From an optimization exercise on the open Yosys and OpenROAD flow, aimed at small area and a short achievable clock period; shortcuts taken in it are not production practice. Only simulation tests tie the RTL to the original design; equivalence was not proved. Power figures rest on the tool's default switching activity, not on a simulated workload.

$ cat run.sh
#!/bin/bash
# synth_recipe.tcl (not shown) runs the flow's synth.tcl, then flattens the netlist and writes it again
# the make line also repeats each setting of config.mk as NAME=value (left out here)
make -C /OpenROAD-flow-scripts/flow DESIGN_CONFIG=/design/flow/config.mk WORK_HOME=/design/flow/orfs CLKGATE_MAP_FILE= SYNTH_SCRIPT=/design/flow/synth_recipe.tcl finish
$ cat config.mk
export PLATFORM = sky130hd
export DESIGN_NAME = adc_scan_engine
export DESIGN_NICKNAME = adc_scan_engine
export VERILOG_FILES = /design/flow/design.v
export SDC_FILE = /design/flow/constraint.sdc
export NUM_CORES = 4
export LEC_CHECK = 0
export CAP_MARGIN = 20
export CORE_MARGIN = 2
export CORE_UTILIZATION = 40
export SLEW_MARGIN = 20
$ cat constraint.sdc
create_clock -name core_clock -period 6.0 [get_ports {clk}]
set_input_delay 1.2000 -clock core_clock [delete_from_list [all_inputs] [get_ports {clk}]]
set_output_delay 1.2000 -clock core_clock [all_outputs]
set_load 0.01 [all_outputs]
$ cat design.v
module adc_scan_engine #(
    parameter [3:0] READALL_SCAN_MODE = 4'd3
) (
    input  wire        clk,
    input  wire        rst,           
    input  wire        req_valid,
    input  wire [15:0] req_word,
    output wire        req_ready,
    output wire        bus_cfg,       
    output wire        xfer_req,
    output wire [15:0] xfer_tx,
    input  wire        xfer_ack,
    input  wire [15:0] xfer_rx,
    input  wire [4:0]  slot_addr,
    output wire [15:0] slot_data,
    output wire [15:0] status,
    output wire [15:0] lastcmd
);
    localparam [2:0] ST_UNINIT  = 3'd0,
                     ST_INIT    = 3'd1,
                     ST_IDLE    = 3'd2,
                     ST_PRIMING = 3'd3,
                     ST_STEADY  = 3'd4;
    localparam [1:0] OP_INIT = 2'd0,
                     OP_CHAN = 2'd1,
                     OP_RANGE = 2'd2,
                     OP_ALL  = 2'd3;
    localparam [15:0] RESET_WORD = 16'h8040;
    reg  [2:0]  state;
    reg  [4:0]  idx;
    reg         ok;
    reg  [4:0]  len;
    reg  [15:0] lastcmd_q;
    reg  [1:0]  op_q;
    reg  [7:0]  a_q;
    reg  [4:0]  n_q;
    reg  [11:0] slot [0:31];
    wire busy = (state == ST_INIT) || (state == ST_PRIMING) || (state == ST_STEADY);
    wire [1:0] req_op   = req_word[15:14];
    wire       req_rsvd = req_word[13];
    wire [4:0] req_n    = req_word[12:8];
    wire [7:0] req_a    = req_word[7:0];
    assign req_ready = !req_rsvd &&
                       ((state == ST_IDLE) ||
                        (state == ST_UNINIT && req_op == OP_INIT));
    wire accept = req_valid && req_ready;
    assign bus_cfg = accept && (req_op == OP_INIT);
    wire signed [7:0] a_s = a_q;
    wire [3:0] a_clamped = a_s[7]          ? 4'd0  :
                           (a_s > 8'sd15)  ? 4'd15 : a_q[3:0];
    wire [5:0] n_minus_1 = {1'b0, n_q} - 6'd1;
    wire [3:0] sweep_chan = (n_q == 5'd0)  ? 4'd0  :
                            (n_q > 5'd16)  ? 4'd15 : n_minus_1[3:0];
    wire [9:0] a_ext = {{2{a_q[7]}}, a_q};
    wire [9:0] range_next = a_ext + {5'd0, idx} + 10'd1;
    wire [15:0] manual_prime = {1'b0, 4'd1, a_clamped, 2'b00, 2'b00, 1'b1, 1'b1, 1'b0};
    wire [15:0] manual_range = {1'b0, 4'd1, range_next[3:0], 2'b00, 2'b00, 1'b1, 1'b1, 1'b0};
    wire [15:0] sweep_cmd    = {1'b0, READALL_SCAN_MODE, sweep_chan, 2'b00, 2'b00, 1'b1, 1'b1, 1'b0};
    reg [15:0] tx_word;
    always @(*) begin
        case (state)
            ST_INIT:    tx_word = RESET_WORD;
            ST_PRIMING: tx_word = (op_q == OP_ALL) ? sweep_cmd : manual_prime;
            ST_STEADY:  tx_word = (op_q == OP_ALL)   ? sweep_cmd    :
                                  (op_q == OP_RANGE) ? manual_range : manual_prime;
            default:    tx_word = 16'h0000;
        endcase
    end
    assign xfer_req = busy;
    assign xfer_tx  = tx_word;
    wire [3:0]  rx_tag     = xfer_rx[15:12];
    wire [11:0] rx_payload = xfer_rx[11:0];
    reg [9:0] expected;
    always @(*) begin
        case (op_q)
            OP_CHAN:  expected = a_ext;
            OP_RANGE: expected = a_ext + {5'd0, idx};
            default:  expected = {5'd0, idx};
        endcase
    end
    wire        match     = (expected == {6'd0, rx_tag});
    wire [11:0] validated = match ? rx_payload : 12'd0;
    wire [4:0] total = (op_q == OP_CHAN) ? 5'd1 : n_q;
    wire xfer_done = xfer_req && xfer_ack;
    always @(posedge clk) begin
        if (rst) begin
            state <= ST_UNINIT;
        end else begin
            case (state)
                ST_UNINIT, ST_IDLE: begin
                    if (accept) begin
                        op_q <= req_op;
                        a_q  <= req_a;
                        n_q  <= req_n;
                        idx  <= 5'd0;
                        state <= (req_op == OP_INIT) ? ST_INIT : ST_PRIMING;
                    end
                end
                ST_INIT: begin
                    if (xfer_done) begin
                        lastcmd_q <= tx_word;
                        state     <= ST_IDLE;
                    end
                end
                ST_PRIMING: begin
                    if (xfer_done) begin
                        lastcmd_q <= tx_word;
                        if (op_q == OP_ALL)
                            ok <= 1'b1;
                        if (total == 5'd0) begin
                            len   <= 5'd0;
                            state <= ST_IDLE;
                        end else begin
                            state <= ST_STEADY;
                        end
                    end
                end
                ST_STEADY: begin
                    if (xfer_done) begin
                        lastcmd_q <= tx_word;
                        slot[idx] <= validated;
                        if (op_q == OP_ALL)
                            ok <= ok & match;
                        idx <= idx + 5'd1;
                        if (idx + 5'd1 == total) begin
                            len   <= total;
                            state <= ST_IDLE;
                        end
                    end
                end
                default: state <= ST_UNINIT;
            endcase
        end
    end
    reg [11:0] slot_rd_q;
    always @(posedge clk)
        slot_rd_q <= slot[slot_addr];
    assign slot_data = {4'd0, slot_rd_q};
    assign status    = {6'd0, len, ok, busy, state};
    assign lastcmd   = lastcmd_q;
endmodule
==> impl_metrics.py <==
metrics = {
    "clock_tree": {
        "insertion_delay_ns": 0.55,
        "post_cts_buffers": 0,
        "clk_pin_slew_ns": 0.06,
        "clock_path_buffers": 3,
        "clock-sinks": 432,
        "ctsResizeCount": 0,
        "ctsHoldBuffers": 0,
        "cts_tree": "yes",
        "clockRootBuffer": "clkbuf_16",
        "h-tree-depth": 2,
        "cts_made_buffers": 45,
    },
    "layout": {
        "diodes": 0,
        "fillCellCount": 3598,
        "synthToLayoutAreaGrowth_pct": 17.4,
        "seq_area_mm2": 0.0128,
        "drive_gt1_share_pct": 24.5,
        "final_area_mm2": 0.0207,
        "finalNetCount": 1083,
        "final_core_util_pct": 47.8,
        "multi_input_area_mm2": 0.00446,
    },
    "detailed_routing": {
        "drtAntennaViolNets": 0,
        "firstDrtPassIters": 6,
        "routed_wl_mm": 37.9,
        "drt-initial-drc-count": 722,
        "wl_per_cell_um": 23.0,
        "viasPerCell": 5.29,
        "drc": 0,
        "vias": 8717,
    },
    "sta": {
        "rsz0062_at_grt": "false",
        "finalClockSkew_ns": 0.0204,
        "finalCritPeriodShare_pct": 79.4,
        "fmax_ghz": 0.210,
        "worst-slew-pin-transition_ns": 1.09,
        "setup-tns-final_ns": 0,
        "setup_violations": 0,
        "min_period_ns": 4.77,
        "slew_violations": 0,
        "slew_headroom_pct": 27.5,
        "hold_viol_final": 0,
    },
    "yosys": {
        "ys_top_cells_by_area": "edfxtp_1, mux4_2, dfxtp_1",
        "yosys.area_share.simple_pct": 3.92,
        "synth_top_family_by_area": "multiplexers",
        "synth_xor_area_share_pct": 0.873,
        "synth_fa_ha_area_share_pct": 1.16,
        "ys_async_sr_fraction_pct": 0,
        "ys_ff_latch": 432,
        "synthFlopType": "edfxtp_1",
        "syn_area_mm2": 0.0176,
        "syn_avg_cell_area_um2": 19.5,
        "yosys-top-cells-count": "edfxtp_1, mux4_2, nor2_1",
        "syn_inst": 903,
        "yosysSeqAreaShare_pct": 72.8,
        "yosysMostFrequentCell": "edfxtp_1",
        "yosys.area.top_type_share_pct": 71.1,
        "yosys_warnings": 1,
        "synth_edf_count": 417,
        "synth_area_leader_cell": "edfxtp_1",
        "synth-compound-area-share_pct": 2.36,
        "synth_mux_area_share_pct": 16.1,
        "netlist-cell-type-count": 53,
    },
    "worst_setup_path": {
        "required_ns": 4.80,
        "critPathKind": "reg2out",
        "cp_data_arrival_time_ns": 3.57,
        "end_kind": "output pin",
        "crit_path_max_fanout": 13,
        "worstSetupStartpointType": "flip-flop",
    },
    "power": {
        "internal_power_mw": 4.98,
        "ir_drop_v": 0.000201,
        "power_frac_comb_pct": 4.5,
        "p_per_area_mw_per_mm2": 301,
        "pwr-share-clk_pct": 42.6,
        "swShare_pct": 20.1,
        "leakage_nw": 6.98,
        "p_sw_mw": 1.25,
        "seqPwrFrac_pct": 52.9,
    },
    "outcome": {
        "status": "timing/DRC/antenna clean",
    },
    "placed_design": {
        "dp_hpwl_mm": 23.5,
        "portBuffers": 85,
        "place_area_mm2": 0.0193,
        "routabilityCongestion": 0.873,
    },
    "global_route": {
        "grt_pass1_wl_mm": 55.8,
        "antenna_found_initial": 0,
        "grt-ovfl-total": 0,
        "grt_use_total_pct": 16.9,
        "grt_pass1_vias": 8733,
        "grt_start_max_net_pins": 97,
    },
    "die": {
        "row_count": 76,
        "die_h_um": 214,
        "die-area_mm2": 0.0457,
        "pin_count": 108,
        "placeableCoreArea_mm2": 0.0433,
        "start_util_pct": 40.7,
        "die_w_um": 214,
    },
    "run": {
        "max_cap_viol_count": 0,
    },
    "hold_path": {
        "hold_class": "reg2reg",
    },
}
-- power by group through the flow --
| stage | combinational, mW | sequential, mW | clock, mW |
|---|---|---|---|
| 6_report | 0.281 | 3.29 | 2.65 |
| 3_3_place_gp | 0.282 | 3.36 | 0 |
| 2_1_floorplan | 0.180 | 3.35 | 0 |
| 5_1_grt | 0.302 | 3.29 | 2.83 |
| 4_1_cts | 0.286 | 3.29 | 2.72 |
| 3_5_place_dp | 0.284 | 3.35 | 0 |
-- worst max-delay path, stage by stage (launching register included) --
cell and delay (ns):
edfxtp_1 0.57, ha_1 0.43, and3_1 0.20, or3_1 0.37
and2_1 0.19, xnor2_1 0.13, o21a_1 0.21, o21ai_0 0.30
clkdlybuf4s50_1 0.61
-- through the flow --
stage	hold slack [ns]	setup slack, ns	instances	total power, mW
floorplan	0.561	2.05	924	3.53
global placement	0.591	1.75	1565	3.64
detailed placement	0.596	1.71	1565	3.64
CTS	0.604	1.26	1647	6.29
global route	0.619	1.10	1647	6.42
finish	0.607	1.23	1647	6.23
-- kinds of logic after synthesis --
family,after synthesis
XOR/XNOR,16
buffers and inverters,89
AND/OR/NAND/NOR,151
flip-flops,432
other,1
AO/OA/AOI/OAI,66
adder cells (fa/ha/maj),16
multiplexers,132
-- cell usage in the layout (no fill, tap or decap), drive strengths merged, types with 4 or more instances in the layout --
master / synthesis / routed
a31oi: 6 / 6
or3: 5 / 5
o21ai: 17 / 17
a21oi: 16 / 16
nand3: 4 / 4
ha: 14 / 14
conb: 1 / 22
dfxtp: 15 / 15
nor2b: 4 / 4
nor3: 17 / 17
buf: 46 / 47
nor2: 56 / 56
clkinv: 0 / 17
mux4: 120 / 120
edfxtp: 417 / 417
nand2b: 7 / 7
mux2: 12 / 12
xnor2: 7 / 7
xor2: 8 / 8
inv: 16 / 17
clkbuf: 27 / 60
nand2: 41 / 41
clkdlybuf4s50: 0 / 82
-- worst paths after layout --
path	endpoint	depth (start not counted)	slack, ns	startpoint
max	xfer_tx[10]	8	1.23	idx[2]$_SDFFCE_PN0P_
min	state[1]$_SDFFE_PP0P_	2	0.61	state[1]$_SDFFE_PP0P_
max reg2reg	slot[26][3]$_DFFE_PP_	8	2.42	idx[2]$_SDFFCE_PN0P_
min reg2reg	state[1]$_SDFFE_PP0P_	2	0.61	state[1]$_SDFFE_PP0P_
-- routing by layer --
metal,wire length (µm),global-route usage (%),up-vias,share of wire [%]
met2,17300,25.5,293,46
met3,2770,3.79,42,7.3
li1,-,-,3854,-
met1,17200,25.2,4528,45
met4,602,3.90,0,1.6
met5,0,0,-,0
-- area by class of cell --
type                            count  area share (%)
Clock buffer                       60            6.07
Clock inverter                     22           0.780
Inverter                           16           0.290
Multi-Input combinational cell    403            21.6
Sequential cell                   432            62.0
Tap cell                          585            3.54
Timing Repair Buffer              129            5.76
-- sequential cells by signal, summed over array words and instances, names as in the netlist --
register,cells
slot_rd_q,12
ok,1
len,5
a_q,8
state,3
slot,384
lastcmd_q,7
n_q,5
idx,5
op_q,2

re-timing with driven ports:
How much do the figures lean on ideal ports? The routed layout below was timed once more, with nothing changed but the port constraints.
Step 1, drivers: a clkbuf_16 drives clk and a buf_2 each remaining input, both assumed.
Step 2 moves the port delays by t, midway between the first and last clock arrival at a register: inputs arrive t later, outputs are due t later. That takes back most of the time a late clock gives input paths.
Three values: no drivers, after step 1, after step 2; two values: the first two.
t, ns: 0.595
slack for setup (ns): 1.235 / 1.183 / 1.692
hold WS [ns]: 0.607 / 0.607 / 0.607
clock arrival spread, ns: 0.022 / 0.021
After both steps this run still meets setup and hold. The setup slack of this run moves by -0.052 ns with the drivers and by +0.457 ns with both steps.
